This design comes from an exercise in tuning for small area on the open sky130 flow, not from production work. Only simulation tests tie the RTL to the original design; equivalence was not proved. Power figures rest on the tool's default switching activity, not on a simulated workload.

**flow/config.mk**
```make
export PLATFORM = sky130hd
export DESIGN_NAME = themis_core
export DESIGN_NICKNAME = themis_core
export VERILOG_FILES = /design/flow/design.v
export SDC_FILE = /design/flow/constraint.sdc
export NUM_CORES = 4
export LEC_CHECK = 0
export CAP_MARGIN = 20
export CORE_MARGIN = 2
export CORE_UTILIZATION = 25
export SLEW_MARGIN = 20
export BUFFER_PORTS_ARGS = -buffer_cell sky130_fd_sc_hd__buf_1
export CTS_ARGS = -sink_clustering_enable -repair_clock_nets -dont_use_dummy_load -buf_list sky130_fd_sc_hd__clkbuf_4 -sink_clustering_size 8 -sink_clustering_max_diameter 50
```
**flow/constraint.sdc**
```tcl
create_clock -name core_clock -period 12.0 [get_ports {clk}]
set_input_delay 2.4000 -clock core_clock [delete_from_list [all_inputs] [get_ports {clk}]]
set_output_delay 2.4000 -clock core_clock [all_outputs]
set_load 0.01 [all_outputs]
```
**flow/design.v**
```verilog
module themis_core (
    input  wire        clk,
    input  wire        rst,
    input  wire        ev_valid,
    output wire        ev_ready,
    input  wire [25:0] ev_word,
    output reg         tx_valid,
    output wire        tx_bank,
    output wire [15:0] tx_word,
    output wire [1:0]  bank_sel,
    output wire [3:0]  trig,
    output reg  [31:0] overlap_faults
);
    localparam [1:0] ST_IDLE    = 2'd0;
    localparam [1:0] ST_ATTACK  = 2'd1;
    localparam [1:0] ST_DECAY   = 2'd2;
    localparam [1:0] ST_RELEASE = 2'd3;
    localparam [3:0] S_IDLE = 4'd0,  S_INIT = 4'd1,  S_PIT  = 4'd2,  S_VA  = 4'd3,
                     S_VB   = 4'd4,  S_VF   = 4'd5,  S_PRE  = 4'd6,  S_SGN = 4'd7,
                     S_LOAD = 4'd8,  S_EXT  = 4'd9,  S_DIV  = 4'd10, S_OUT = 4'd11;
    reg [6:0] a_att, a_dec, a_rel, f_att, f_dec, f_rel;
    reg [7:0] a_sus, f_sus;
    reg [6:0] a_vs, f_vs, kbd, env_amt, cutoff;
    reg [6:0] kbd0;                  
    reg [7:0] midi_note;
    reg [1:0] vca_st, vcf_st;
    reg [7:0] vcf_cnt;               
    reg [31:0] VL, VT, VD, FL, FT, FD;
    reg        pd1, pd2, pd3;         
    reg [4:0] drum0, drum1, drum2, drum3;
    reg [4:0] phase;
    reg [1:0] ep;                    
    reg [1:0] bs;                    
    reg [4:0] bc;
    reg [3:0] st;
    reg       go;
    reg [3:0] job;
    reg       dwrap;                 
    reg       dsec;                  
    reg       sgn;
    reg       need_init;             
    reg       c1, c2;                
    reg [7:0] acc;                   
    reg       fS, fL, c32;           
    reg [36:0] W;
    reg [7:0]  R;
    assign ev_ready = (st == S_IDLE) || rst;
    assign bank_sel = bs;
    assign trig     = {drum3 != 5'd0, drum2 != 5'd0, drum1 != 5'd0, drum0 != 5'd0};
    function [4:0] dstep(input [4:0] d);
        dstep = {d[3:0], (d[4] & d[0]) | (!d[4] & d[3] & !d[0])};
    endfunction
    wire       accept = ev_valid && ev_ready && !rst;
    wire [1:0] tag    = ev_word[25:24];
    wire [3:0] kind   = ev_word[23:20];
    wire [3:0] chan   = ev_word[19:16];
    wire [7:0] d1     = ev_word[15:8];
    wire [7:0] d2     = ev_word[7:0];
    wire [6:0] cc_val = d2[7] ? 7'd127 : d2[6:0];
    wire ev_midi  = accept && (tag == 2'd0);
    wire ev_tick  = accept && (tag == 2'd1);
    wire ev_done  = accept && (tag == 2'd2);
    wire ev_reset = accept && (tag == 2'd3);
    wire is_drum    = ev_midi && (kind == 4'h9) && (chan == 4'd9);
    wire is_noteon  = ev_midi && (kind == 4'h9) && (chan != 4'd9);
    wire is_noteoff = ev_midi && (kind == 4'h8);
    wire is_cc      = ev_midi && (kind == 4'hB);
    wire ext   = (st == S_EXT);
    wire inb   = !ext;
    wire first = (bc == 5'd0) && inb;        
    wire [4:0] bcm21  = bc - 5'd21;
    wire cut_b   = inb && (bc >= 5'd21) && (bc <= 5'd27) && cutoff[bcm21[2:0]];
    wire note_b  = inb && (bc[4:3] == 2'd0) && midi_note[bc[2:0]];
    wire nvel_b  = (bc[4:3] == 2'd0) && (bc[2:0] != 3'd7) && R[0];    
    wire k16129_b = inb && ((bc == 5'd0) || (bc >= 5'd8 && bc <= 5'd13));
    wire c64_b   = inb && (bc == 5'd6);
    wire c35_b   = inb && (bc == 5'd0 || bc == 5'd1 || bc == 5'd5);
    wire c5_b    = inb && ep[0] && (bc == 5'd0 || bc == 5'd2);
    wire b26     = (bc == 5'd26);
    wire nlt64  = (midi_note[7:6] == 2'b00);
    wire pvalid = (midi_note >= 8'd36) && (midi_note <= 8'd71);
    reg [6:0] csel;
    always @(*) begin
        case (job)
            4'd1:    csel = a_att;
            4'd3:    csel = f_att;
            4'd5:    csel = a_rel;
            4'd6:    csel = f_rel;
            4'd8:    csel = a_dec;
            default: csel = f_dec;
        endcase
    end
    wire c_b = inb && (bc[4:3] == 2'd0) && (bc[2:0] != 3'd7) && csel[bc[2:0]];
    localparam [2:0] X_0 = 3'd0, X_VL = 3'd1, X_FL = 3'd2, X_VT20 = 3'd3,
                     X_VT = 3'd4, X_FT = 3'd5, X_NOTE = 3'd6;
    localparam [3:0] Y_0 = 4'd0, Y_VD = 4'd1, Y_VT = 4'd2, Y_CUT = 4'd3, Y_FL = 4'd4,
                     Y_FD = 4'd5, Y_64 = 4'd6, Y_35 = 4'd8;
    localparam [1:0] MA_0 = 2'd0, MA_NVEL = 2'd1, MA_S1 = 2'd2, MA_T = 2'd3;
    localparam [2:0] MB_AVS = 3'd0, MB_FVS = 3'd1, MB_ENV = 3'd2, MB_ASUS = 3'd3,
                     MB_FSUS = 3'd4, MB_KBD = 3'd5, MB_100 = 3'd6;
    localparam [2:0] A2_0 = 3'd0, A2_S1 = 3'd1, A2_MUL = 3'd2, A2_K = 3'd3,
                     A2_CUT = 3'd4, A2_FLE = 3'd5, A2_VCA = 3'd6, A2_PD1 = 3'd7;
    localparam [2:0] B2_0 = 3'd0, B2_C = 3'd1, B2_W = 3'd2, B2_MUL = 3'd3,
                     B2_PD3 = 3'd4, B2_5 = 3'd5;
    reg [2:0] xsel;
    reg [3:0] ysel;
    reg       sub1, swp;
    reg [1:0] masel;
    reg       ma_ft;
    reg [2:0] mbsel;
    reg [2:0] a2sel, b2sel;
    reg       sub2;
    always @(*) begin
        xsel = X_0; ysel = Y_0; sub1 = 1'b0; swp = 1'b0;
        masel = MA_0; ma_ft = 1'b0; mbsel = MB_100;
        a2sel = A2_0; b2sel = B2_0; sub2 = 1'b0;
        case (st)
            S_PIT: begin
                xsel = X_NOTE; ysel = Y_35; sub1 = 1'b1;
                masel = MA_S1; mbsel = MB_100;
                a2sel = A2_MUL; b2sel = B2_5;
            end
            S_VA, S_VB: begin
                xsel = X_VL; ysel = Y_VD; sub1 = (vca_st != ST_ATTACK);
                a2sel = A2_VCA;
            end
            S_VF: begin
                xsel = X_FL; ysel = Y_FD;
                a2sel = A2_FLE; b2sel = B2_W; sub2 = nlt64;
            end
            S_PRE: begin
                masel = MA_NVEL; mbsel = (job == 4'd0) ? MB_AVS : MB_FVS;
                a2sel = A2_K; b2sel = B2_MUL; sub2 = 1'b1;
            end
            S_SGN: begin
                xsel = X_FT; ysel = (job == 4'd3 || job == 4'd9) ? Y_CUT : Y_FL; sub1 = 1'b1;
            end
            S_LOAD, S_EXT: begin
                case (job)
                    4'd0: begin xsel = X_VT20; ysel = Y_VT; sub1 = 1'b1; a2sel = A2_S1; end
                    4'd1: begin xsel = X_VT; a2sel = A2_S1; b2sel = B2_C; end
                    4'd2: begin masel = MA_T; ma_ft = 1'b1; mbsel = MB_ENV; a2sel = A2_MUL; end
                    4'd3: begin xsel = X_FT; ysel = Y_CUT; sub1 = 1'b1; swp = sgn;
                                a2sel = A2_S1; b2sel = sgn ? B2_0 : B2_C; end
                    4'd4: begin xsel = X_NOTE; ysel = Y_64; sub1 = 1'b1; swp = nlt64;
                                masel = MA_S1; mbsel = MB_KBD;
                                a2sel = A2_PD1; b2sel = B2_PD3; end
                    4'd5: begin xsel = X_VL; a2sel = A2_S1; b2sel = B2_C; end
                    4'd7: begin masel = MA_T; mbsel = MB_ASUS; a2sel = A2_MUL; end
                    4'd8: begin xsel = X_VL; ysel = Y_VT; sub1 = 1'b1; a2sel = A2_S1; b2sel = B2_C; end
                    4'd9: begin xsel = X_FT; ysel = Y_CUT; sub1 = 1'b1; swp = sgn;
                                masel = MA_S1; mbsel = MB_FSUS; a2sel = A2_MUL; end
                    default: begin  
                                xsel = X_FT; ysel = Y_FL; sub1 = 1'b1; swp = sgn;
                                a2sel = A2_S1; b2sel = sgn ? B2_0 : B2_C; end
                endcase
            end
            S_OUT: begin
                a2sel = (job == 4'd9) ? A2_CUT : A2_0;
                b2sel = B2_W;
                sub2  = sgn && (job == 4'd3 || job == 4'd6 ||
                                job == 4'd9 || job == 4'd10);
            end
            default: ;
        endcase
    end
    reg xb, yb;
    always @(*) begin
        case (xsel)
            X_VL:    xb = VL[0];
            X_FL:    xb = FL[0];
            X_VT20:  xb = VT[20];
            X_VT:    xb = VT[0];
            X_FT:    xb = FT[0];
            X_NOTE:  xb = note_b;
            default: xb = 1'b0;
        endcase
        case (ysel)
            Y_VD:    yb = VD[0];
            Y_VT:    yb = VT[0];
            Y_CUT:   yb = cut_b;
            Y_FL:    yb = FL[0];
            Y_FD:    yb = FD[0];
            Y_64:    yb = c64_b;
            Y_35:    yb = c35_b;
            default: yb = 1'b0;
        endcase
    end
    wire a1  = (swp ? yb : xb) & inb;
    wire b1  = (swp ? xb : yb) & inb;
    wire b1x = b1 ^ sub1;
    wire c1i = first ? sub1 : c1;
    wire s1  = a1 ^ b1x ^ c1i;
    wire c1n = (a1 & b1x) | (a1 & c1i) | (b1x & c1i);
    wire s1e = s1 & inb;
    reg       ma;
    reg [7:0] mb;
    always @(*) begin
        case (masel)
            MA_NVEL: ma = nvel_b;
            MA_S1:   ma = s1e;
            MA_T:    ma = (ma_ft ? FT[27] : VT[0]) & inb;    
            default: ma = 1'b0;
        endcase
        case (mbsel)
            MB_AVS:  mb = {1'b0, a_vs};
            MB_FVS:  mb = {1'b0, f_vs};
            MB_ENV:  mb = {1'b0, env_amt};
            MB_ASUS: mb = a_sus;
            MB_FSUS: mb = f_sus;
            MB_KBD:  mb = {1'b0, kbd0};
            default: mb = 8'd100;
        endcase
    end
    wire [8:0] msum   = (first ? 9'd0 : {1'b0, acc}) + (ma ? {1'b0, mb} : 9'd0);
    wire       mulout = msum[0];
    wire vca_att = (vca_st == ST_ATTACK);
    wire useT    = !c32 || !fS;
    wire vca_wd  = vca_att ? (c32 | s1) : (fL ? (useT ? VT[0] : s1) : VL[0]);
    wire vca_em  = vca_att ? VL[0] : vca_wd;
    wire vca_emit = vca_att | fL;
    wire vcf_att  = (vcf_st == ST_ATTACK);
    wire vcf_act  = vcf_att | !vcf_cnt[7];
    wire vcf_last = (vcf_cnt == 8'd0);
    wire vcf_wd   = vcf_att ? s1 : (vcf_act ? (vcf_last ? FT[0] : s1) : FL[0]);
    wire vcf_em   = vcf_att ? FL[0] : vcf_wd;
    reg a2, b2;
    always @(*) begin
        case (a2sel)
            A2_S1:   a2 = s1e;
            A2_MUL:  a2 = mulout;
            A2_K:    a2 = k16129_b;
            A2_CUT:  a2 = cut_b;
            A2_FLE:  a2 = vcf_em;
            A2_VCA:  a2 = vca_em;
            A2_PD1:  a2 = pd1 && bc != 5'd0;
            default: a2 = 1'b0;
        endcase
        case (b2sel)
            B2_C:    b2 = c_b;
            B2_W:    b2 = wq;
            B2_MUL:  b2 = mulout;
            B2_PD3:  b2 = pd3 && (bc >= 5'd3 || ext);
            B2_5:    b2 = c5_b;
            default: b2 = 1'b0;
        endcase
    end
    wire b2x = b2 ^ sub2;
    wire c2i = first ? sub2 : c2;
    wire s2  = a2 ^ b2x ^ c2i;
    wire c2n = (a2 & b2x) | (a2 & c2i) | (b2x & c2i);
    reg [7:0]  Dm;
    reg        dcin;
    reg [4:0]  kend;
    reg        wq;
    always @(*) begin
        case (job)
            4'd4:             begin Dm = dsec ? 8'd0 : 8'd127; dcin = !dsec; kend = dsec ? 5'd28 : 5'd25; end
            4'd0, 4'd2:       begin Dm = 8'd127; dcin = 1'b1; kend = dsec ? 5'd30 : 5'd25; end
            4'd7, 4'd9:       begin Dm = 8'd254; dcin = 1'b1; kend = 5'd9;  end
            default:          begin Dm = {1'b0, csel}; dcin = 1'b0; kend = 5'd9;  end
        endcase
        case (job)
            4'd0, 4'd2: wq = W[36];
            4'd4:       wq = W[0];       
            default:    wq = W[15];
        endcase
    end
    wire        e16  = (job == 4'd0 || job == 4'd2 || job == 4'd4) && !dsec;
    wire        din  = (!e16 || !dwrap || bc < 5'd10) && W[36];
    wire [8:0]  rs   = {R, din};
    wire [9:0]  diff = {1'b0, rs} + {2'b11, ~Dm} + {9'd0, dcin};
    wire        fits = !diff[9];
    wire [15:0] txs = W[36:21];
    wire hi_nz    = |txs[14:12];
    wire clamp_hi = ep[0] ? (!txs[15] && hi_nz) : (txs[15] || hi_nz);
    wire clamp_lo = ep[0] && txs[15];
    assign tx_bank = ep[1];
    assign tx_word = {ep[0], 3'b011,
                      clamp_lo ? 12'd0 : (clamp_hi ? 12'hFFF : txs[11:0])};
    wire emitp = go && (st == S_PIT || st == S_VB || st == S_VF);
    wire w_in  = (p_load || ext) ? s2 : (emitp ? (s2 & (pvalid || st != S_PIT)) : W[0]);
    wire init   = (st == S_INIT);
    wire p_pre  = go && (st == S_PRE);
    wire p_load = go && (st == S_LOAD);
    wire p_out  = go && (st == S_OUT);
    wire we_VL = go && (init || st == S_VB);
    wire we_VT = (go && init) || (p_pre && job == 4'd0) || (p_out && (job == 4'd0 || job == 4'd7)) ||
                 (p_load && job == 4'd5);
    wire we_VD = (go && init) || (p_out && (job == 4'd1 || job == 4'd5 || job == 4'd8));
    wire we_FL = go && (init || st == S_VF);
    wire we_FT = (go && init) || (p_pre && job == 4'd2) || (p_out && (job == 4'd2 || job == 4'd9)) ||
                 (p_load && job == 4'd5);
    wire we_FD = (go && init) || (p_out && (job == 4'd3 || job == 4'd6 || job == 4'd10));
    wire wd_VL = !init && vca_wd;
    wire wd_VT = !init && (st != S_LOAD) && s2;
    wire wd_VD = !init && s2;
    wire wd_FL = init ? b26 : vcf_wd;
    wire wd_FT = init ? b26 : ((st == S_LOAD) ? cut_b : s2);
    wire wd_FD = !init && s2;
    wire bc31  = (bc == 5'd31);
    wire tx_ev = go && ((st == S_PIT && bc == 5'd15) ||
                        (st == S_VB && bc31 && vca_emit) ||
                        (st == S_VF && bc31 && vcf_act));
    always @(posedge clk) begin
        bc <= bc + 5'd1;
        VL <= {we_VL ? wd_VL : VL[0], VL[31:1]};
        VT <= {we_VT ? wd_VT : VT[0], VT[31:1]};
        VD <= {we_VD ? wd_VD : VD[0], VD[31:1]};
        FL <= {we_FL ? wd_FL : FL[0], FL[31:1]};
        FT <= {we_FT ? wd_FT : FT[0], FT[31:1]};
        FD <= {we_FD ? wd_FD : FD[0], FD[31:1]};
        pd1 <= mulout;
        pd2 <= pd1;
        pd3 <= pd2;
        c1  <= c1n;
        c2  <= c2n;
        acc <= msum[8:1];
        if (st == S_DIV) begin
            R <= fits ? diff[7:0] : rs[7:0];
            W <= {W[35:0], fits};
            if (bc31) dwrap <= 1'b1;
        end else begin
            W <= {w_in, W[36:1]};
            R[7] <= 1'b0;
            if (ext)
                R[6:0] <= 7'd0;
            else if (is_noteon)
                R[6:0] <= d2[7] ? 7'd0 : ~d2[6:0];
            else if (p_pre && bc < 5'd7 && job != 4'd4)
                R[6:0] <= {R[0], R[6:1]};
        end
        if (st == S_VA && go) begin
            if (first) begin
                fS <= (s1 != VT[0]) ? s1 : vca_att;
                fL <= (VL[0] != VT[0]) & VL[0];
            end else begin
                if (s1 != VT[0]) fS <= s1;
                if (VL[0] != VT[0]) fL <= VL[0];
            end
            if (bc31) c32 <= c1n;
        end
        if (st == S_SGN && go && bc31)
            sgn <= xb ^ ~yb ^ c1n;
        tx_valid <= 1'b0;
        if (tx_ev) begin
            if (bs != 2'b00) begin
                if (overlap_faults != 32'hFFFF_FFFF)
                    overlap_faults <= overlap_faults + 32'd1;
            end else begin
                tx_valid <= 1'b1;
                bs       <= ep[1] ? 2'b10 : 2'b01;
            end
        end
        if (bc31) go <= 1'b1;
        if (rst || ev_reset) begin
            a_att <= 7'd9;  a_dec <= 7'd19; a_rel <= 7'd9;
            f_att <= 7'd9;  f_dec <= 7'd19; f_rel <= 7'd9;
            a_sus <= 8'd127; f_sus <= 8'd127;
            a_vs  <= 7'd0;  f_vs  <= 7'd0;  kbd <= 7'd0;  kbd0 <= 7'd0;
            env_amt <= 7'd64; cutoff <= 7'd32;
            midi_note <= 8'd0;
            vca_st <= ST_IDLE; vcf_st <= ST_IDLE; vcf_cnt <= 8'd0;
            drum0 <= 5'd0; drum1 <= 5'd0; drum2 <= 5'd0; drum3 <= 5'd0;
            phase <= 5'd0;
            bs <= 2'b00;
            overlap_faults <= 32'd0;
            tx_valid <= 1'b0;
            need_init <= 1'b1;
            st <= S_IDLE;
        end else begin
            case (st)
                S_IDLE: begin
                    go <= bc31;
                    if (ev_tick) begin
                        drum0 <= dstep(drum0);
                        drum1 <= dstep(drum1);
                        drum2 <= dstep(drum2);
                        drum3 <= dstep(drum3);
                        ep    <= phase[1:0];
                        phase <= (phase == 5'd19) ? 5'd0 : phase + 5'd1;
                        if (phase == 5'd0 || phase == 5'd1)
                            st <= S_PIT;
                        else if (phase == 5'd2 && vca_st != ST_IDLE)
                            st <= S_VA;
                        else if (phase == 5'd3 && vcf_st != ST_IDLE) begin
                            job <= 4'd4;     
                            st  <= S_LOAD;
                        end
                    end
                    if (ev_done)
                        bs <= 2'b00;
                    if (is_drum) begin
                        case (d1)
                            8'd36: drum0 <= 5'd1;
                            8'd38: drum1 <= 5'd1;
                            8'd42: drum2 <= 5'd1;
                            8'd46: drum3 <= 5'd1;
                            default: ;
                        endcase
                    end
                    if (is_noteon) begin
                        midi_note <= d1;
                        kbd0      <= kbd;
                        vca_st    <= ST_ATTACK;
                        vcf_st    <= ST_ATTACK;
                        vcf_cnt   <= {1'b0, f_att};
                        job       <= 4'd2;
                        st        <= need_init ? S_INIT : S_PRE;
                    end
                    if (is_noteoff) begin
                        vca_st  <= ST_RELEASE;
                        vcf_st  <= ST_RELEASE;
                        vcf_cnt <= {1'b0, f_rel};
                        job     <= 4'd5;
                        st      <= need_init ? S_INIT : S_LOAD;
                    end
                    if (is_cc) begin
                        case (d1)
                            8'd20: a_att   <= cc_val;
                            8'd21: a_dec   <= cc_val;
                            8'd22: a_sus   <= {cc_val, 1'b0};
                            8'd23: a_rel   <= cc_val;
                            8'd24: f_att   <= cc_val;
                            8'd25: f_dec   <= cc_val;
                            8'd26: f_sus   <= {cc_val, 1'b0};
                            8'd27: f_rel   <= cc_val;
                            8'd28: a_vs    <= cc_val;
                            8'd29: f_vs    <= cc_val;
                            8'd30: kbd     <= cc_val;
                            8'd31: env_amt <= cc_val;
                            8'd74: cutoff  <= cc_val;
                            default: ;
                        endcase
                    end
                end
                S_INIT: if (go && bc31) begin
                    need_init <= 1'b0;
                    st <= (job == 4'd2) ? S_PRE : S_LOAD;
                end
                S_PIT: if (go && bc == 5'd15) st <= S_IDLE;
                S_VA: if (go && bc31) st <= S_VB;
                S_VB: if (go && bc31) begin
                    st <= S_IDLE;
                    if (vca_att) begin
                        if (c32 | fS) begin
                            vca_st <= ST_DECAY;
                            job    <= 4'd7;
                            st     <= S_LOAD;
                        end
                    end else if (vca_st == ST_RELEASE && (!fL || useT)) begin
                        vca_st <= ST_IDLE;
                    end
                end
                S_VF: if (go && bc31) begin
                    st <= S_IDLE;
                    if (vcf_att) begin
                        vcf_cnt <= vcf_cnt - 8'd1;
                        if (vcf_last) begin
                            vcf_st  <= ST_DECAY;
                            vcf_cnt <= {1'b0, f_dec};
                            job     <= 4'd9;
                            st      <= S_SGN;
                        end
                    end else if (vcf_act) begin
                        vcf_cnt <= vcf_cnt - 8'd1;
                        if (vcf_last && vcf_st == ST_RELEASE)
                            vcf_st <= ST_IDLE;
                    end else if (vcf_st == ST_RELEASE) begin
                        vcf_st <= ST_IDLE;
                    end
                end
                S_PRE: if (go && bc31) begin
                    if (job == 4'd2) job <= 4'd0;
                    else st <= S_LOAD;
                end
                S_SGN: if (go && bc31) st <= S_LOAD;
                S_LOAD: if (go && bc31) st <= S_EXT;
                S_EXT: if (bc == 5'd4) begin
                    st    <= S_DIV;
                    dwrap <= 1'b0;
                    dsec  <= 1'b0;
                end
                S_DIV: if ((dwrap || (dsec && job == 4'd4)) && bc == kend) begin
                    if ((job == 4'd0 || job == 4'd2 || job == 4'd4) && !dsec) begin
                        dsec  <= 1'b1;       
                        dwrap <= 1'b0;
                        R     <= 8'd0;
                    end else begin
                        st <= (job == 4'd4) ? S_VF : S_OUT;
                        go <= bc31;
                    end
                end
                S_OUT: if (go && bc31) begin
                    job <= job + 4'd1;
                    case (job)
                        4'd0, 4'd1, 4'd7: st <= S_LOAD;  
                        4'd2, 4'd5, 4'd9: st <= S_SGN;  
                        default: st <= S_IDLE;          
                    endcase
                end
                default: st <= S_IDLE;
            endcase
        end
    end
endmodule
```
**flow/flow/run.sh**
```bash
#!/bin/bash
# The standard ORFS layout, with three changes to how it is made:
#  - the combinational logic of the standard synthesis is re-mapped by ABC for
#    area (flow/resyn.ys, with a few ABC scripts; the smallest result is
#    kept); every register stays the instance the standard synthesis made,
#    with its name and cell type;
#  - ports are buffered with the smallest buffer;
#  - the clock tree uses clkbuf_4 in clusters of at most 8 sinks, without
#    dummy loads.
# Each tool's output goes to a log file in this folder.
set -euo pipefail
W=$(pwd)
R=$W/orfs/results/sky130hd/themis_core/base
LIB=$FLOW_HOME/platforms/sky130hd/lib/sky130_fd_sc_hd__tt_025C_1v80.lib
YOSYS=$(command -v yosys || echo "$FLOW_HOME/../tools/install/yosys/bin/yosys")
cat >> config.mk <<'CFG'
export BUFFER_PORTS_ARGS = -buffer_cell sky130_fd_sc_hd__buf_1
export CTS_ARGS = -sink_clustering_enable -repair_clock_nets -dont_use_dummy_load -buf_list sky130_fd_sc_hd__clkbuf_4 -sink_clustering_size 8 -sink_clustering_max_diameter 50
CFG
bash standard.sh synth > synth.log 2>&1
cp "$R/1_2_yosys.v" "$W/std_1_2_yosys.v"
R1="strash;ifraig;dc2;dc2;dch,-f;amap,-F,50,-A,30"
R2="strash;ifraig;dc2;dch,-f;amap,-F,50,-A,30"
SCRIPTS=("+$R1;topo" "+$R1;$R2;topo" "+$R1;$R2;$R2;topo" "+$R1;$R2;$R2;$R2;topo")
best=""
bestarea=""
for i in "${!SCRIPTS[@]}"; do
  sed -e "s#@LIB@#$LIB#g" -e "s#@IN@#$W/std_1_2_yosys.v#" -e "s#@OUT@#$W/resyn_$i.v#" \
      -e "s#@SCRIPT@#${SCRIPTS[$i]}#" flow/resyn.ys > "resyn_$i.ys"
  if "$YOSYS" -l "resyn_$i.log" -q "resyn_$i.ys" > "resyn_$i.out" 2>&1; then
    a=$(grep "Chip area for top module" "resyn_$i.log" | tail -1 | awk '{print $NF}')
    if [[ -n "$a" ]] && { [[ -z "$bestarea" ]] || awk -v x="$a" -v y="$bestarea" 'BEGIN{exit !(x < y)}'; }; then
      best=$i
      bestarea=$a
    fi
  fi
done
echo "re-mapped netlist: script $best, area $bestarea" > resyn_choice.log
if [[ -n "$best" ]]; then
  cp "$W/resyn_$best.v" "$R/1_2_yosys.v"
  rm -f "$R/1_synth.odb"
fi
bash standard.sh > standard.log 2>&1
```
**flow/flow/resyn.ys**
```
# Re-map the combinational logic of the standard synthesis for area.
# Registers stay the instances the standard synthesis made (same names, same
# cell types); only the logic between them is re-mapped by ABC.
read_liberty -ignore_miss_func @LIB@
setattr -mod -set keep_hierarchy 1 sky130_fd_sc_hd__df* sky130_fd_sc_hd__edf* sky130_fd_sc_hd__sdf* sky130_fd_sc_hd__sedf* sky130_fd_sc_hd__dl*
read_verilog @IN@
hierarchy -top themis_core
flatten
opt -purge
abc -liberty @LIB@ -dont_use *lpflow* -dont_use *probe* -script @SCRIPT@
opt_clean -purge
splitnets
hilomap -singleton -hicell sky130_fd_sc_hd__conb_1 HI -locell sky130_fd_sc_hd__conb_1 LO
insbuf -buf sky130_fd_sc_hd__buf_1 A X
opt_clean -purge
stat -liberty @LIB@
blackbox A:keep_hierarchy
write_verilog -noattr -nohex -nodec @OUT@
```
**flow/standard.sh**
```bash
#!/bin/bash
# synth_recipe.tcl (not shown) runs the flow's synth.tcl, then flattens the netlist and writes it again
# the make line also repeats each setting of config.mk as NAME=value (left out here)
make -C /OpenROAD-flow-scripts/flow DESIGN_CONFIG=/design/flow/config.mk WORK_HOME=/design/flow/orfs CLKGATE_MAP_FILE= SYNTH_SCRIPT=/design/flow/synth_recipe.tcl "${@:-finish}"
```
==> results of run 1 <==
==> metrics by stage <==
| step | hold slack, ns | cell area, sq um |
|---|---|---|
| 6_report | 0.287 | 17900 |
| 3_3_place_gp | 0.311 | 17400 |
| 3_5_place_dp | 0.312 | 17400 |
| 2_1_floorplan | 0.310 | 16000 |
| 5_1_grt | 0.304 | 17900 |
| 4_1_cts | 0.296 | 17900 |
==> sequential cells by signal (all words and copies together), names as in the netlist, 32 cells and up <==
name	count
VL	32
VT	32
overlap_faults	32
W	37
FT	32
FD	32
FL	32
VD	32
==> layout make-up <==
class | instances | share of cell area, %
diodes | 3 | 0.0418
clock buffers | 70 | 2.93
inverters | 173 | 3.62
multi-input cells | 1068 | 34.0
flip-flops and latches | 453 | 51.1
well taps | 846 | 5.90
repair buffers | 98 | 2.38
==> cell usage in the layout, fill, tap and decap left out, drive strengths merged, types with 5 or more instances in the layout <==
master and count:
o221ai 24, nor3 53, a221oi 10, or3 10, clkbuf 70, o22a 65, a32o 16, buf 98
or2 8, edfxtp 11, o21ai 133, and2 5, nand3 26, a211oi 13, o211ai 21, a221o 7
dfxtp 442, nand4 12, clkinv 172, a21oi 103, a31oi 24, o221a 5, or4 8, o21a 23
nand2 102, a22oi 15, nor2b 11, nor4 11, o22ai 43, a222oi 19, nor2 246
==> routing by layer <==
metal / wire, microns / vias to the layer above / track usage [%]
met5: 0 / - / 0
met1: 21500 / 6541 / 18.7
met2: 21700 / 563 / 22.6
met4: 1780 / 0 / 6.48
li1: - / 6538 / -
met3: 3570 / 114 / 3.45
==> worst max path at each step <==
stage,start,endpoint,slack (ns)
2_1_floorplan,ev_word[24],job[0]$_DFFE_PP_,4.22
3_3_place_gp,st[2]$_SDFFE_PP0P_,VT[31]$_DFF_P_,4.30
3_5_place_dp,st[2]$_SDFFE_PP0P_,FT[31]$_DFF_P_,4.12
4_1_cts,st[2]$_SDFFE_PP0P_,VT[31]$_DFF_P_,4.07
5_1_grt,st[2]$_SDFFE_PP0P_,VT[31]$_DFF_P_,3.08
6_report,st[2]$_SDFFE_PP0P_,VT[31]$_DFF_P_,3.83
==> power groups by stage <==
stage          clock network [mW]  registers [mW]  logic, mW
6_report                    0.749            1.95       1.00
5_1_grt                     0.849            1.99       1.11
4_1_cts                     0.794            1.96      0.990
3_5_place_dp                    0            1.99      0.987
3_3_place_gp                    0            1.98      0.980
2_1_floorplan                   0            1.93      0.696
==> summary.txt, run 1 <==
* Worst r2r src: st[2]$_SDFFE_PP0P_
* Multi-input gate area at 6100 sq um
* Vert. Die Dim at 257 microns
* Root Buffer: clkbuf_4
* Post-Place Worst Slack at 4.12 ns
* Synth-to-Final Area Change at 12.0%
* Setup Skew at 0.115 ns
* Max Fclk at 0.122 GHz
* Post-route core utilization at 28.4%
* Tightest Hold Check Type: register to register
* Cell depth of the worst flop-to-flop path at 30
* Final worst slack at 3.83 ns
* Worst flop-to-flop path endpoint: VT[31]$_DFF_P_
* # fillers at 6682
* DIE AREA at 66200 sq um
* Clock Power Share at 20.2%
* Buffers and inverters on the worst path at 5
* Hold Fails Final Rpt at 0
* Ys Warns at 1
* Clk pin slew, worst setup/hold paths at 0.09 ns
* Initial Util at 25.4%
* Pre-Repair DR Iteration Count at 6
* Die Width at 257 microns
* CTS H-tree depth at 3
* Clk Latency, worst-skew pair at 0.80 ns
* Min-delay src: FL[22]$_DFF_P_
* Hold Path End: FL[21]$_DFF_P_
* Mean post-synth cell area at 9.26 sq um
* Final cell count without fillers at 2711
* Post_cts resized at 0
* Clk sink count at 453
* Status: finished clean
* CP delay by family, top: compound AO/OA/AOI/OAI gates
* Final setup viols at 0
* Final ANT Viol Nets at 0
* Share of layout cells above drive strength 1 at 4.94%
* Crit. End Element: register
* GRT Resource Usage Total at 14.4%
* R2r setup slk at 3.83 ns
* Via count at 13756
* Post-DP HPWL at 35700 microns
* Unrepaired setup endpoints after global routing: false
* First-pass GRT wire length at 75200 microns
* Hold Path Stages at 0
* Max transition margin at 29.3%
* Final period utilization at 68.1%
* DR iter-0 viols at 1295
* Critical-path cell with the highest stage delay: clkinv_1
* Port Buf Inserts at 82
* Critical Path RT at 12.66 ns
* NetSw at 1.29 mW
* Initial antenna violation count at 3
* Clk buf depth at 3
* Postcts setup bufs at 0
* Worst Tran Pin Value at 1.05 ns
* Internal power at 2.41 mW
* Worst EP arrival at 8.83 ns
* Peak VDD IR at 60.1 uV
* Remaining DRCs at 0
* Routed WL at 48500 microns
* Critical path peak fanout at 12
* Crit-path max cell delay at 0.57 ns
* Routed WL per cell at 17.9 microns
* Syn Inst Count at 1731
* Combinational power share at 27.1%
* Sequential share of power at 52.7%
* Final net count at 1893
* Combined flip-flop and latch cell area at 9180 sq um
* P_leak at 6.20 nW
* Sum Neg Setup Slack at 0 ns
* Critical path class: register to register
* Pins over their slew limit at 0
* Sw Share at 34.9%
* Pin count of the biggest net entering global routing at 63
* Crit path depth at 30
* Ports at 86
* Total power at 3.70 mW
* Grt ovf at 0
* Post-Place Cells at 2638
* Number of CTS-inserted buffers at 70
* Row count at 92
* Max-cap violations at 0
* Crit path time final at 8.17 ns
* Post-Syn Area at 16000 sq um
* CTS Hold Bufs at 0
* RD Place Congestion at 0.931
* Number of global-route vias before repair at 13081
* Cell Pwr Density at 206 nW/um^2
* Core region area at 63200 sq um
* CP startpoint kind: register
* CTS tree: yes
* Drt via density at 5.07
==> run 2, diff against run 1 <==
--- a/flow/config.mk
+++ b/flow/config.mk
@@ -8,5 +8,5 @@
 export CAP_MARGIN = 20
 export CORE_MARGIN = 2
-export CORE_UTILIZATION = 25
+export CORE_UTILIZATION = 40
 export SLEW_MARGIN = 20
 export BUFFER_PORTS_ARGS = -buffer_cell sky130_fd_sc_hd__buf_1
==> run 2 against run 1 <==
  * Sequential power barely moved
  * Worst setup slack got worse by 0.15 ns
  * Synthesized cell count did not move
  * Flip-flop and latch count did not move
  * Non-clock buffer count rose by 2
  * Routed wire length fell by 5.8%
  * First-iteration DRC count fell by 20%
  * Count of clock-buffer cells in the layout fell by 1
  * Still clean on timing, DRC and antenna
  * Critical endpoint unchanged
  * Hold slack got worse by 0.016 ns
  * Total power fell by 0.71%
==> summary.txt, run 2 <==
* Status: finished clean
* CTS Hold Bufs at 0
* Drt via density at 5.63
* Vert. Die Dim at 204 microns
* CTS H-tree depth at 3
* Synth-to-Final Area Change at 9.42%
* Post-route core utilization at 44.2%
* Port Buf Inserts at 82
* RD Place Congestion at 0.940
* Peak VDD IR at 65.2 uV
* Postcts setup bufs at 0
* Worst EP arrival at 8.99 ns
* Post_cts resized at 0
* Pins over their slew limit at 0
* Critical path peak fanout at 12
* Crit. End Element: register
* Clk buf depth at 3
* Root Buffer: clkbuf_4
* Pre-Repair DR Iteration Count at 6
* Tightest Hold Check Type: register to register
* Commonest non-fill, non-tap cell in the layout: dfxtp_1
* Clk pin slew, worst setup/hold paths at 0.08 ns
* Share of layout cells above drive strength 1 at 4.99%
* Crit path time final at 8.32 ns
* Critical Path RT at 12.67 ns
* Row count at 73
* Hold Fails Final Rpt at 0
* Ys Warns at 1
* DR iter-0 viols at 1041
* Final setup viols at 0
* Final ANT Viol Nets at 0
* Remaining DRCs at 0
* P_leak at 6.20 nW
* Crit-path max cell delay at 0.59 ns
* Pin count of the biggest net entering global routing at 63
* DIE AREA at 41700 sq um
* Post-DP HPWL at 33500 microns
* CP startpoint kind: register
* Critical-path cell with the highest stage delay: clkinv_1
* Grt ovf at 0
* Commonest non-fill, non-tap cells in the layout: 442 x dfxtp_1, 244 x nor2_1, 172 x clkinv_1
* Final period utilization at 69.3%
* GRT Resource Usage Total at 22.0%
* Number of flip-flops in the largest register at 37
* Ports at 86
* Syn Inst Count at 1731
* WHS at 0.272 ns
* Most flop-heavy register: W
* Total power at 3.68 mW
* CTS tree: yes
* Sum Neg Setup Slack at 0 ns
* Worst Tran Pin Value at 1.09 ns
* Design area at 17500 sq um
* Routed WL at 45700 microns
* Max-cap violations at 0
* Cell Pwr Density at 210 nW/um^2
* Max transition margin at 26.6%
* First-pass GRT wire length at 71400 microns
* Via count at 13439
* Die Width at 204 microns
* Core region area at 39600 sq um
* Post-Syn Area at 16000 sq um
* Final net count at 1894
* Area after DPL at 17000 sq um
* Max Fclk at 0.120 GHz
* Number of global-route vias before repair at 12709
* Unrepaired setup endpoints after global routing: false
* Clk Latency, worst-skew pair at 0.76 ns
* Clk sink count at 453
* Mean post-synth cell area at 9.26 sq um
* Initial antenna violation count at 1
* Critical path class: register to register
* Initial Util at 40.4%
* Number of CTS-inserted buffers at 69
* Setup Skew at 0.0773 ns
* Routed WL per cell at 19.1 microns
==> run 2: per-stage QoR <==
step	worst slack [ns]	instances
after floorplan	4.22	1732
after global placement	4.33	2319
after detailed placement	4.02	2319
after CTS	3.94	2388
after global routing	2.96	2389
final	3.68	2389
==> run 2: final cells by class <==
| type | instances | area, sq um |
|---|---|---|
| diodes | 1 | 2.50 |
| clock buffers | 69 | 518 |
| fillers | 3972 | 22100 |
| inverters | 173 | 649 |
| multi-input cells | 1068 | 6090 |
| flip-flops and latches | 453 | 9180 |
| well taps | 525 | 657 |
| repair buffers | 100 | 443 |
==> run 2: report_power, final <==
| group | internal [mW] | switching (mW) | total (mW) |
|---|---|---|---|
| logic | 0.335 | 0.654 | 0.989 |
| registers | 1.81 | 0.142 | 1.95 |
| clock network | 0.265 | 0.472 | 0.738 |
==> run 2: worst max-delay path, delay by kind of cell, from the launching register on <==
family | cells | cell delay, ns
AND/OR/NAND/NOR | 10 | 2.19
flip-flops | 1 | 0.44
AO/OA/AOI/OAI | 15 | 4.05
buffers and inverters | 5 | 1.61
==> run 2: path summary, 6_finish.rpt <==
check,from,to,slack (ns),depth (start not counted)
max,st[2]$_SDFFE_PP0P_,VT[31]$_DFF_P_,3.68,30
min,FT[28]$_DFF_P_,FT[27]$_DFF_P_,0.27,0
max reg2reg,st[2]$_SDFFE_PP0P_,VT[31]$_DFF_P_,3.68,30
min reg2reg,FT[28]$_DFF_P_,FT[27]$_DFF_P_,0.27,0
==> run 2: layer usage <==
layer / vias up / part of all wire [%] / global-route usage, %
li1: 6552 / - / -
met1: 6309 / 45 / 29.6
met2: 465 / 44 / 33.3
met3: 113 / 7.1 / 4.94
met4: 0 / 4.0 / 10.9
met5: - / 0 / 0
==> run 3, diff against run 2 <==
--- a/flow/flow/run.sh
+++ b/flow/flow/run.sh
@@ -16,5 +16,5 @@
 cat >> config.mk <<'CFG'
 export BUFFER_PORTS_ARGS = -buffer_cell sky130_fd_sc_hd__buf_1
-export CTS_ARGS = -sink_clustering_enable -repair_clock_nets -dont_use_dummy_load -buf_list sky130_fd_sc_hd__clkbuf_4 -sink_clustering_size 8 -sink_clustering_max_diameter 50
+export CTS_ARGS = -sink_clustering_enable -repair_clock_nets -dont_use_dummy_load -buf_list {sky130_fd_sc_hd__clkbuf_2 sky130_fd_sc_hd__clkbuf_4 sky130_fd_sc_hd__clkbuf_8} -sink_clustering_size 8 -sink_clustering_max_diameter 50
 CFG
 bash standard.sh synth > synth.log 2>&1
--- a/flow/config.mk
+++ b/flow/config.mk
@@ -11,3 +11,3 @@
 export SLEW_MARGIN = 20
 export BUFFER_PORTS_ARGS = -buffer_cell sky130_fd_sc_hd__buf_1
-export CTS_ARGS = -sink_clustering_enable -repair_clock_nets -dont_use_dummy_load -buf_list sky130_fd_sc_hd__clkbuf_4 -sink_clustering_size 8 -sink_clustering_max_diameter 50
+export CTS_ARGS = -sink_clustering_enable -repair_clock_nets -dont_use_dummy_load -buf_list {sky130_fd_sc_hd__clkbuf_2 sky130_fd_sc_hd__clkbuf_4 sky130_fd_sc_hd__clkbuf_8} -sink_clustering_size 8 -sink_clustering_max_diameter 50
==> run 3 against run 2 <==
  * Still clean on timing, DRC and antenna
  * Die area stayed put
  * Design area is 2.4% higher
  * Global-route usage hardly changed
  * Count of clock-buffer cells in the layout stayed put
  * Utilization is 1.1 points higher
  * Cell count hardly changed
  * Critical path depth stayed put
==> summary.txt, run 3 <==
* Mean post-synth cell area at 9.26 sq um
* Clk pin slew, worst setup/hold paths at 0.06 ns
* Port Buf Inserts at 82
* Max-cap violations at 0
* Core region area at 39600 sq um
* Commonest non-fill, non-tap cell in the layout: dfxtp_1
* Postcts setup bufs at 0
* Ys Warns at 1
* CTS Hold Bufs at 0
* Drt via density at 5.63
* Die Width at 204 microns
* Critical path class: register to register
* DR WL met2 at 19900 microns
* Post-route core utilization at 45.3%
* Crit-path max cell delay at 0.59 ns
* Share of layout cells above drive strength 1 at 4.99%
* Vert. Die Dim at 204 microns
* Via count at 13454
* Status: finished clean
* Post-Place Cells at 2319
* Hold Path Stages at 0
* Final worst slack at 3.70 ns
* Sum Neg Setup Slack at 0 ns
* Final net count at 1894
* CTS tree: yes
* Initial Util at 40.4%
* Met3 wire len at 3100 microns
* Crit. End Element: register
* Commonest non-fill, non-tap cells in the layout: 442 x dfxtp_1, 244 x nor2_1, 172 x clkinv_1
* Unrepaired setup endpoints after global routing: false
* First-pass GRT wire length at 71400 microns
* Ports at 86
* Area after DPL at 17000 sq um
* Antenna Cells at 0
* CTS H-tree depth at 3
* Pin count of the biggest net entering global routing at 63
* Post-DP HPWL at 33500 microns
* Post_cts resized at 0
* Clk buf depth at 3
* P_leak at 6.38 nW
* Max transition margin at 26.4%
* CP startpoint kind: register
* Cell Pwr Density at 221 nW/um^2
* # fillers at 3924
* Post-Syn Area at 16000 sq um
* Critical Path RT at 12.52 ns
* Remaining DRCs at 0
* Critical-path cell with the highest stage delay: clkinv_1
* RD Place Congestion at 0.940
* Pins over their slew limit at 0
* DIE AREA at 41700 sq um
* Final ANT Viol Nets at 0
* Max Fclk at 0.121 GHz
* Routed WL at 46000 microns
* Hold Fails Final Rpt at 0
* Number of flip-flops in the largest register at 37
* Final period utilization at 69.1%
* Routed WL per cell at 19.3 microns
* Clk Latency, worst-skew pair at 0.62 ns
* Clk sink count at 453
* GRT Resource Usage Total at 22.0%
* Number of CTS-inserted buffers at 69
* Pre-Repair DR Iteration Count at 6
* Setup Skew at 0.0570 ns
* Critical path peak fanout at 12
* Row count at 73
* Crit path time final at 8.30 ns
* WHS at 0.292 ns
* Most flop-heavy register: W
* Worst Tran Pin Value at 1.09 ns
* Final setup viols at 0
* Syn Inst Count at 1731
* Total power at 3.96 mW
* Peak VDD IR at 83.4 uV
* M1 wire length at 21100 microns
* Root Buffer: clkbuf_8
* Post-Place Worst Slack at 4.02 ns
* Max layer used: met4
* Worst EP arrival at 8.82 ns
* Number of global-route vias before repair at 12743
* DR iter-0 viols at 1265
* Initial antenna violation count at 0
* Design area at 18000 sq um
* Final cell count without fillers at 2388
* Cell depth of the worst flop-to-flop path at 30
* Tightest Hold Check Type: register to register
* Grt ovf at 0
* Synth-to-Final Area Change at 12.1%
-- run 3: cell count changes in the layout (fill, tap and decap cells not counted), sizes merged --
cell,before,now
diode,1,0
-- run 3: layout make-up --
class	count	area [sq um]	area share, %
inverter	173	649	3.61
sequential	453	9180	51.1
timing repair buffer	100	443	2.47
tap	525	657	3.66
clock buffer	69	950	5.29
multi-input combinational	1068	6090	33.9
-- run 3: metal layers --
metal  global-route usage (%)  vias to the layer above
met2                     33.5                      485
li1                         -                     6530
met1                     29.7                     6322
met3                     4.93                      117
met4                     10.5                        0
met5                        0                        -
-- run 3: power breakdown --
part	total [mW]	switching, mW	leakage [nW]	internal [mW]
combinational	0.990	0.655	2.17	0.335
clock	1.02	0.511	0.496	0.508
sequential	1.96	0.143	3.71	1.81
total	3.96	1.31	6.38	2.66
-- run 3: worst paths after layout --
kind / from / to / slack, ns
min: FT[28]$_DFF_P_ / FT[27]$_DFF_P_ / 0.29
max: st[2]$_SDFFE_PP0P_ / VT[31]$_DFF_P_ / 3.70
min reg2reg: FT[28]$_DFF_P_ / FT[27]$_DFF_P_ / 0.29
max reg2reg: st[2]$_SDFFE_PP0P_ / VT[31]$_DFF_P_ / 3.70
-- run 3: worst max-delay path: cells and delay by family (launching register included) --
kind                   cells  cell delay, ns
AO/OA/AOI/OAI             15            4.00
flip-flops                 1            0.43
AND/OR/NAND/NOR           10            2.19
buffers and inverters      5            1.60
==> run 4, diff against run 3 <==
--- a/flow/design.v
+++ b/flow/design.v
@@ -20,5 +20,5 @@
                      S_LOAD = 4'd8,  S_EXT  = 4'd9,  S_DIV  = 4'd10, S_OUT = 4'd11;
     reg [6:0] a_att, a_dec, a_rel, f_att, f_dec, f_rel;
-    reg [7:0] a_sus, f_sus;
+    reg [7:0] a_sus, f_sus;          
     reg [6:0] a_vs, f_vs, kbd, env_amt, cutoff;
     reg [6:0] kbd0;                  
@@ -41,7 +41,7 @@
     reg       need_init;             
     reg       c1, c2;                
-    reg [7:0] acc;                   
+    reg [6:0] acc;                   
     reg       fS, fL, c32;           
-    reg [36:0] W;
+    reg [35:0] W;
     reg [7:0]  R;
     assign ev_ready = (st == S_IDLE) || rst;
@@ -195,5 +195,5 @@
     wire s1e = s1 & inb;
     reg       ma;
-    reg [7:0] mb;
+    reg [6:0] mb;
     always @(*) begin
         case (masel)
@@ -204,14 +204,14 @@
         endcase
         case (mbsel)
-            MB_AVS:  mb = {1'b0, a_vs};
-            MB_FVS:  mb = {1'b0, f_vs};
-            MB_ENV:  mb = {1'b0, env_amt};
-            MB_ASUS: mb = a_sus;
-            MB_FSUS: mb = f_sus;
-            MB_KBD:  mb = {1'b0, kbd0};
-            default: mb = 8'd100;
+            MB_AVS:  mb = a_vs;
+            MB_FVS:  mb = f_vs;
+            MB_ENV:  mb = env_amt;
+            MB_ASUS: mb = a_sus[6:0];
+            MB_FSUS: mb = f_sus[6:0];
+            MB_KBD:  mb = kbd0;
+            default: mb = 7'd100;
         endcase
     end
-    wire [8:0] msum   = (first ? 9'd0 : {1'b0, acc}) + (ma ? {1'b0, mb} : 9'd0);
+    wire [7:0] msum   = (first ? 8'd0 : {1'b0, acc}) + (ma ? {1'b0, mb} : 8'd0);
     wire       mulout = msum[0];
     wire vca_att = (vca_st == ST_ATTACK);
@@ -256,21 +256,22 @@
     always @(*) begin
         case (job)
-            4'd4:             begin Dm = dsec ? 8'd0 : 8'd127; dcin = !dsec; kend = dsec ? 5'd28 : 5'd25; end
-            4'd0, 4'd2:       begin Dm = 8'd127; dcin = 1'b1; kend = dsec ? 5'd30 : 5'd25; end
-            4'd7, 4'd9:       begin Dm = 8'd254; dcin = 1'b1; kend = 5'd9;  end
-            default:          begin Dm = {1'b0, csel}; dcin = 1'b0; kend = 5'd9;  end
+            4'd4:             begin Dm = dsec ? 8'd0 : 8'd127; dcin = !dsec; kend = dsec ? 5'd27 : 5'd23; end
+            4'd0, 4'd2:       begin Dm = 8'd127; dcin = 1'b1; kend = dsec ? 5'd27 : 5'd23; end
+            4'd7:             begin Dm = a_sus[7] ? 8'd254 : 8'd127; dcin = 1'b1; kend = 5'd7; end
+            4'd9:             begin Dm = f_sus[7] ? 8'd254 : 8'd127; dcin = 1'b1; kend = 5'd7; end
+            default:          begin Dm = {1'b0, csel}; dcin = 1'b0; kend = 5'd7;  end
         endcase
         case (job)
-            4'd0, 4'd2: wq = W[36];
+            4'd0, 4'd2: wq = W[32];
             4'd4:       wq = W[0];       
-            default:    wq = W[15];
+            default:    wq = W[12];
         endcase
     end
     wire        e16  = (job == 4'd0 || job == 4'd2 || job == 4'd4) && !dsec;
-    wire        din  = (!e16 || !dwrap || bc < 5'd10) && W[36];
+    wire        din  = (!e16 || !dwrap || bc < 5'd8) && W[35];
     wire [8:0]  rs   = {R, din};
     wire [9:0]  diff = {1'b0, rs} + {2'b11, ~Dm} + {9'd0, dcin};
     wire        fits = !diff[9];
-    wire [15:0] txs = W[36:21];
+    wire [15:0] txs = W[35:20];
     wire hi_nz    = |txs[14:12];
     wire clamp_hi = ep[0] ? (!txs[15] && hi_nz) : (txs[15] || hi_nz);
@@ -316,11 +317,11 @@
         c1  <= c1n;
         c2  <= c2n;
-        acc <= msum[8:1];
+        acc <= msum[7:1];
         if (st == S_DIV) begin
             R <= fits ? diff[7:0] : rs[7:0];
-            W <= {W[35:0], fits};
+            W <= {W[34:0], fits};
             if (bc31) dwrap <= 1'b1;
         end else begin
-            W <= {w_in, W[36:1]};
+            W <= {w_in, W[35:1]};
             R[7] <= 1'b0;
             if (ext)
@@ -357,9 +358,9 @@
             a_att <= 7'd9;  a_dec <= 7'd19; a_rel <= 7'd9;
             f_att <= 7'd9;  f_dec <= 7'd19; f_rel <= 7'd9;
-            a_sus <= 8'd127; f_sus <= 8'd127;
+            a_sus <= 8'd255; f_sus <= 8'd255;    
             a_vs  <= 7'd0;  f_vs  <= 7'd0;  kbd <= 7'd0;  kbd0 <= 7'd0;
             env_amt <= 7'd64; cutoff <= 7'd32;
             midi_note <= 8'd0;
-            vca_st <= ST_IDLE; vcf_st <= ST_IDLE; vcf_cnt <= 8'd0;
+            vca_st <= ST_IDLE; vcf_st <= ST_IDLE;
             drum0 <= 5'd0; drum1 <= 5'd0; drum2 <= 5'd0; drum3 <= 5'd0;
             phase <= 5'd0;
@@ -420,9 +421,9 @@
                             8'd20: a_att   <= cc_val;
                             8'd21: a_dec   <= cc_val;
-                            8'd22: a_sus   <= {cc_val, 1'b0};
+                            8'd22: a_sus   <= {1'b0, cc_val};
                             8'd23: a_rel   <= cc_val;
                             8'd24: f_att   <= cc_val;
                             8'd25: f_dec   <= cc_val;
-                            8'd26: f_sus   <= {cc_val, 1'b0};
+                            8'd26: f_sus   <= {1'b0, cc_val};
                             8'd27: f_rel   <= cc_val;
                             8'd28: a_vs    <= cc_val;
@@ -477,5 +478,5 @@
                 S_SGN: if (go && bc31) st <= S_LOAD;
                 S_LOAD: if (go && bc31) st <= S_EXT;
-                S_EXT: if (bc == 5'd4) begin
+                S_EXT: if (bc == 5'd3) begin
                     st    <= S_DIV;
                     dwrap <= 1'b0;
--- a/flow/flow/run.sh
+++ b/flow/flow/run.sh
@@ -16,5 +16,5 @@
 cat >> config.mk <<'CFG'
 export BUFFER_PORTS_ARGS = -buffer_cell sky130_fd_sc_hd__buf_1
-export CTS_ARGS = -sink_clustering_enable -repair_clock_nets -dont_use_dummy_load -buf_list {sky130_fd_sc_hd__clkbuf_2 sky130_fd_sc_hd__clkbuf_4 sky130_fd_sc_hd__clkbuf_8} -sink_clustering_size 8 -sink_clustering_max_diameter 50
+export CTS_ARGS = -sink_clustering_enable -repair_clock_nets -dont_use_dummy_load -buf_list sky130_fd_sc_hd__clkbuf_4 -sink_clustering_size 8 -sink_clustering_max_diameter 50
 CFG
 bash standard.sh synth > synth.log 2>&1
--- a/flow/config.mk
+++ b/flow/config.mk
@@ -11,3 +11,3 @@
 export SLEW_MARGIN = 20
 export BUFFER_PORTS_ARGS = -buffer_cell sky130_fd_sc_hd__buf_1
-export CTS_ARGS = -sink_clustering_enable -repair_clock_nets -dont_use_dummy_load -buf_list {sky130_fd_sc_hd__clkbuf_2 sky130_fd_sc_hd__clkbuf_4 sky130_fd_sc_hd__clkbuf_8} -sink_clustering_size 8 -sink_clustering_max_diameter 50
+export CTS_ARGS = -sink_clustering_enable -repair_clock_nets -dont_use_dummy_load -buf_list sky130_fd_sc_hd__clkbuf_4 -sink_clustering_size 8 -sink_clustering_max_diameter 50
==> run 4 against run 3 <==
  * Still clean
  * Non-clock buffer count grew 4
  * Clock power shrank 27%
  * Sequential power shrank 12%
  * Die area shrank 0.61%
  * Sequential share of layout area grew 1.6 points
  * Total power shrank 19%
  * Utilization shrank 1.1 points
  * Register-to-register slack gained 0.42 ns
  * Critical path depth is the same
  * Hold slack gained 0.028 ns
  * Synthesized cell count shrank 0.87%
==> summary.txt, run 4 <==
* Tightest Hold Check Type: register to register
* Setup Skew at 0.0767 ns
* DIE AREA at 41400 sq um
* CP delay by family, top: compound AO/OA/AOI/OAI gates
* Sw Share at 32.4%
* Worst r2r src: st[2]$_SDFFE_PP0P_
* CP Launch Point: st[2]$_SDFFE_PP0P_
* Peak VDD IR at 75.3 uV
* Commonest non-fill, non-tap cell in the layout: dfxtp_1
* Max-cap violations at 0
* Crit path time final at 7.88 ns
* RD Place Congestion at 0.946
* Number of CTS-inserted buffers at 69
* Mean post-synth cell area at 9.28 sq um
* Final ANT Viol Nets at 0
* Synth-to-Final Area Change at 9.84%
* Combinational power share at 22.6%
* P_leak at 6.10 nW
* CP startpoint kind: register
* CTS Hold Bufs at 0
* Post-Syn Area at 15900 sq um
* Worst EP arrival at 8.59 ns
* Pre-Repair DR Iteration Count at 8
* Max transition margin at 27.8%
* Critical path class: register to register
* Sequential share of power at 54.1%
* Hold Fails Final Rpt at 0
* GRT Resource Usage Total at 21.9%
* Via count at 13476
* CTS H-tree depth at 3
* Pin count of the biggest net entering global routing at 70
* Min-delay src: FL[3]$_DFF_P_
* Buffers and inverters on the worst path at 5
* Crit-path max cell delay at 0.59 ns
* Final net count at 1883
* Pins over their slew limit at 0
* DR WL met2 at 20600 microns
* Status: finished clean
* Postcts setup bufs at 0
* Root Buffer: clkbuf_4
* Max Fclk at 0.127 GHz
* Unrepaired setup endpoints after global routing: false
* Row count at 73
* Clk pin slew, worst setup/hold paths at 0.11 ns
* Ports at 86
* Drt via density at 5.66
* Routed WL at 45100 microns
* Clk Latency, worst-skew pair at 0.77 ns
* Clk buf depth at 3
* Initial Util at 40.3%
* Share of layout cells above drive strength 1 at 5.29%
* NetSw at 1.04 mW
* Critical Path RT at 12.71 ns
* WHS at 0.321 ns
* Vert. Die Dim at 204 microns
* CTS tree: yes
* Worst Tran Pin Value at 1.08 ns
* Ys Warns at 1
* Routed WL per cell at 19.0 microns
* Die Width at 204 microns
* Number of global-route vias before repair at 12614
* Met3 wire len at 2960 microns
* Crit-path most repeated cell: nor2_1
* Max layer used: met4
* Final setup viols at 0
* Sum Neg Setup Slack at 0 ns
* Final period utilization at 65.6%
* Remaining DRCs at 0
* Clock Power Share at 23.3%
* First-pass GRT wire length at 70700 microns
* Clk sink count at 451
* Post_cts resized at 0
* Core region area at 39500 sq um
* Multi-input gate area at 5890 sq um
* Critical-path cell with the highest stage delay: clkinv_1
* Combined flip-flop and latch cell area at 9220 sq um
* DR iter-0 viols at 1273
* Commonest non-fill, non-tap cells in the layout: 432 x dfxtp_1, 190 x clkinv_1, 187 x o21ai_0
* Grt ovf at 0
* Most flop-heavy register: W
* Critical path peak fanout at 15
* Crit. End Element: register
* Number of flip-flops in the largest register at 36
* Port Buf Inserts at 82
* # fillers at 3906
* Cell Pwr Density at 183 nW/um^2
* Post-DP HPWL at 32500 microns
* Initial antenna violation count at 1
* Syn Inst Count at 1716
* Internal power at 2.16 mW
* M1 wire length at 20400 microns
[run 4: metal layers]
metal / up-vias / global-route usage [%]
met2: 492 / 35.1
met1: 6379 / 29.8
li1: 6525 / -
met4: 0 / 8.08
met5: - / 0
met3: 80 / 3.69
[run 4: layout make-up]
type	instances	share of cell area (%)
diodes	2	0.0286
clock buffers	69	2.96
inverters	191	4.10
multi-input cells	1037	33.6
flip-flops and latches	451	52.7
well taps	525	3.75
repair buffers	104	2.82
[run 4: power by group through the flow]
stage | sequential, mW | combinational, mW | clock, mW
after floorplan | 1.73 | 0.499 | 0
after global placement | 1.76 | 0.702 | 0
after detailed placement | 1.77 | 0.708 | 0
after CTS | 1.73 | 0.712 | 0.782
after global routing | 1.75 | 0.794 | 0.844
final | 1.73 | 0.722 | 0.747
[run 4: metrics by stage]
step | total power, mW | util, % | instances | area (sq um) | setup slack, ns
final | 3.20 | 44.2 | 2379 | 17500 | 4.12
after global routing | 3.39 | 44.2 | 2379 | 17500 | 3.52
after CTS | 3.23 | 44.1 | 2376 | 17500 | 4.44
after detailed placement | 2.47 | 42.8 | 2307 | 16900 | 4.44
after global placement | 2.47 | 42.8 | 2307 | 16900 | 4.92
after floorplan | 2.23 | - | 1717 | 15900 | 4.13
[run 4: worst paths after layout]
kind                     to  slack, ns  cells after the start
max          FT[31]$_DFF_P_       4.12                     30
min           FL[2]$_DFF_P_       0.32                      0
max reg2reg  FT[31]$_DFF_P_       4.12                     30
min reg2reg   FL[2]$_DFF_P_       0.32                      0
==> run 5, diff against run 4 <==
--- a/flow/design.v
+++ b/flow/design.v
@@ -406,5 +406,4 @@
                         vca_st    <= ST_ATTACK;
                         vcf_st    <= ST_ATTACK;
-                        vcf_cnt   <= {1'b0, f_att};
                         job       <= 4'd2;
                         st        <= need_init ? S_INIT : S_PRE;
@@ -413,5 +412,4 @@
                         vca_st  <= ST_RELEASE;
                         vcf_st  <= ST_RELEASE;
-                        vcf_cnt <= {1'b0, f_rel};
                         job     <= 4'd5;
                         st      <= need_init ? S_INIT : S_LOAD;
@@ -460,5 +458,4 @@
                         if (vcf_last) begin
                             vcf_st  <= ST_DECAY;
-                            vcf_cnt <= {1'b0, f_dec};
                             job     <= 4'd9;
                             st      <= S_SGN;
@@ -495,4 +492,6 @@
                 S_OUT: if (go && bc31) begin
                     job <= job + 4'd1;
+                    if (job == 4'd3 || job == 4'd6 || job == 4'd10)
+                        vcf_cnt <= {1'b0, csel};
                     case (job)
                         4'd0, 4'd1, 4'd7: st <= S_LOAD;  
==> run 5 against run 4 <==
  * Still clean
  * Utilization grew 0.56 points
  * Fmax grew 4.7%
  * Die area shrank 0.72%
  * Critical path type unchanged
==> summary.txt, run 5 <==
* Crit path time final at 7.53 ns
* Synth-to-Final Area Change at 9.99%
* P_leak at 6.05 nW
* Commonest non-fill, non-tap cell in the layout: dfxtp_1
* Number of global-route vias before repair at 12449
* Worst Tran Pin Value at 0.999 ns
* Pre-Repair DR Iteration Count at 5
* Vert. Die Dim at 203 microns
* CP Launch Point: st[3]$_SDFFE_PP0P_
* DR iter-0 viols at 1065
* Via count at 13250
* Met2 Usage GRT at 35.6%
* GR met1 Demand/Resource at 30.7%
* CTS H-tree depth at 3
* Critical path class: register to register
* Grt ovf at 0
* Critical Path RT at 12.64 ns
* Critical-path cell with the highest stage delay: dfxtp_1
* Cell Pwr Density at 201 nW/um^2
* Row count at 72
* Post-DP HPWL at 33400 microns
* Tightest Hold Check Type: register to register
* Critical path peak fanout at 14
* Clk pin slew, worst setup/hold paths at 0.08 ns
* Final net count at 1875
* Initial Util at 40.7%
* Hold Fails Final Rpt at 0
* Post_cts resized at 0
* RD Place Congestion at 0.990
* First-pass GRT wire length at 71700 microns
* Final period utilization at 62.7%
* Most flop-heavy register: W
* Peak VDD IR at 135 uV
* Commonest non-fill, non-tap cells in the layout: 432 x dfxtp_1, 184 x nor2_1, 183 x o21ai_0
* GRT Resource Usage Total at 22.6%
* Ports at 86
* Max transition margin at 32.9%
* Clk sink count at 451
* Met3 GRT Util at 4.53%
* Worst flop-to-flop path endpoint: VD[31]$_DFF_P_
* Final ANT Viol Nets at 0
* Remaining DRCs at 0
* Post-Syn Area at 15800 sq um
* Setup crit end: VD[31]$_DFF_P_
* Core region area at 38800 sq um
* Postcts setup bufs at 0
* CP startpoint kind: register
* Drt via density at 5.60
* CTS tree: yes
* Pin count of the biggest net entering global routing at 84
* Setup Skew at 0.0482 ns
* Ys Warns at 1
* Worst EP arrival at 8.16 ns
* Initial antenna violation count at 2
* DIE AREA at 41100 sq um
* Routed WL at 46500 microns
* Final setup viols at 0
* Sum Neg Setup Slack at 0 ns
* Crit-path max cell delay at 0.70 ns
* CTS Hold Bufs at 0
* R2r setup slk at 4.47 ns
* Clk buf depth at 3
* Mean post-synth cell area at 9.28 sq um
* Port Buf Inserts at 82
* Routed WL per cell at 19.6 microns
* Die Width at 203 microns
* Syn Inst Count at 1704
* Cell depth of the worst flop-to-flop path at 30
* Post-Place Worst Slack at 4.67 ns
* Crit. End Element: register
* Number of flip-flops in the largest register at 36
* Final worst slack at 4.47 ns
* Pins over their slew limit at 0
* Max-cap violations at 0
* Clk Latency, worst-skew pair at 0.75 ns
* Max Fclk at 0.133 GHz
* Root Buffer: clkbuf_4
* Status: finished clean
* Worst r2r src: st[3]$_SDFFE_PP0P_
* Gr busiest metal: met2
* Unrepaired setup endpoints after global routing: false
* Share of layout cells above drive strength 1 at 5.69%
* Number of CTS-inserted buffers at 67
## run 5: changes by cell type in the layout (fill, tap and decap cells not counted), moves of 6 or more
| cell | before | now |
|---|---|---|
| o22ai_1 | 68 | 51 |
| a22oi_1 | 7 | 13 |
| o211ai_1 | 16 | 8 |
| a31oi_1 | 13 | 24 |
| and2_0 | 9 | 15 |
| clkinv_1 | 190 | 175 |
| o21a_1 | 20 | 30 |
| nor2_1 | 175 | 184 |
| buf_4 | 21 | 28 |
| o221ai_1 | 34 | 24 |
| or3_1 | 16 | 10 |
| nor3_1 | 56 | 69 |
## run 5: worst min path at each step
stage | end | slack, ns | depth (start not counted) | from
2_1_floorplan | FD[0]$_DFF_P_ | 0.31 | 0 | FD[1]$_DFF_P_
3_5_place_dp | FD[2]$_DFF_P_ | 0.31 | 0 | FD[3]$_DFF_P_
5_1_grt | FT[14]$_DFF_P_ | 0.30 | 0 | FT[15]$_DFF_P_
6_report | FT[14]$_DFF_P_ | 0.30 | 0 | FT[15]$_DFF_P_
4_1_cts | FT[14]$_DFF_P_ | 0.30 | 0 | FT[15]$_DFF_P_
3_3_place_gp | FL[30]$_DFF_P_ | 0.31 | 0 | FL[31]$_DFF_P_
## run 5: layer usage
metal	up-vias	wire, microns
met3	89	2680
li1	6440	-
met4	0	1520
met2	448	21000
met5	-	0
met1	6273	21300
## run 5: final cells by class
| cell class | count | area, sq um |
|---|---|---|
| clock buffer | 67 | 503 |
| fill | 3853 | 21400 |
| multi-input combinational | 1040 | 5830 |
| sequential | 451 | 9220 |
| inverter | 176 | 661 |
| timing repair buffer | 110 | 518 |
| tap | 518 | 648 |
| antenna | 5 | 12.5 |
## run 5: worst max-delay path: cells and delay by family (launching register included)
| kind | cells | cell delay, ns |
|---|---|---|
| flops | 1 | 0.70 |
| buf+inv | 3 | 1.01 |
| simple gates | 10 | 2.57 |
| compound gates | 17 | 3.15 |
## run 5: power breakdown
group          total (mW)  switching (mW)  leakage (nW)  internal [mW]
sequential           1.84           0.122          3.68           1.72
clock               0.729           0.471         0.308          0.258
combinational       0.915           0.598          2.06          0.318
## run 5: metrics by stage
step,cell area [sq um],cells,utilization (%),power (mW),hold WS (ns)
4_1_cts,17400,2361,44.7,3.51,0.299
2_1_floorplan,15800,1705,-,2.44,0.310
3_3_place_gp,16900,2294,43.4,2.77,0.310
6_report,17400,2367,44.8,3.49,0.299
3_5_place_dp,16900,2294,43.4,2.77,0.312
5_1_grt,17400,2367,44.8,3.69,0.302

port drivers added, routing unchanged:
The flow's constraints put no driver on any port. The routed layouts listed below were extracted and timed again, unchanged, in two steps. Step 1 (the two cells are an assumption about what drives the block):
set clk [get_ports {clk}]
set_driving_cell -lib_cell sky130_fd_sc_hd__clkbuf_16 $clk
set_driving_cell -lib_cell sky130_fd_sc_hd__buf_2 [delete_from_list [all_inputs] $clk]
Step 2 times the ports against the registers' clock, not the clock port: input delays grow and output delays shrink by t, the midpoint of the rising clock arrivals with the driver on. Slacks: ideal ports / drivers / drivers and shift; pairs: ideal ports / drivers.
| run | shift t [ns] | setup slack, ns | worst hold slack (ns) | worst setup path after step 2 | worst slew at a driven data input, ns |
|---|---|---|---|---|---|
| run 1 | 0.795 | 3.827 / 3.827 / 3.827 | 0.287 / 0.287 / 0.287 | register to register | 0.10 |
| run 2 | 0.777 | 3.679 / 3.679 / 3.679 | 0.272 / 0.272 / 0.272 | register to register | 0.04 |
| run 3 | 0.647 | 3.702 / 3.702 / 3.702 | 0.292 / 0.292 / 0.292 | register to register | 0.04 |
| run 4 | 0.783 | 4.123 / 4.123 / 4.123 | 0.321 / 0.321 / 0.321 | register to register | 0.04 |
| run 5 | 0.776 | 4.475 / 4.475 / 4.475 | 0.299 / 0.299 / 0.299 | register to register | 0.05 |
After both steps every run listed still meets setup and hold.
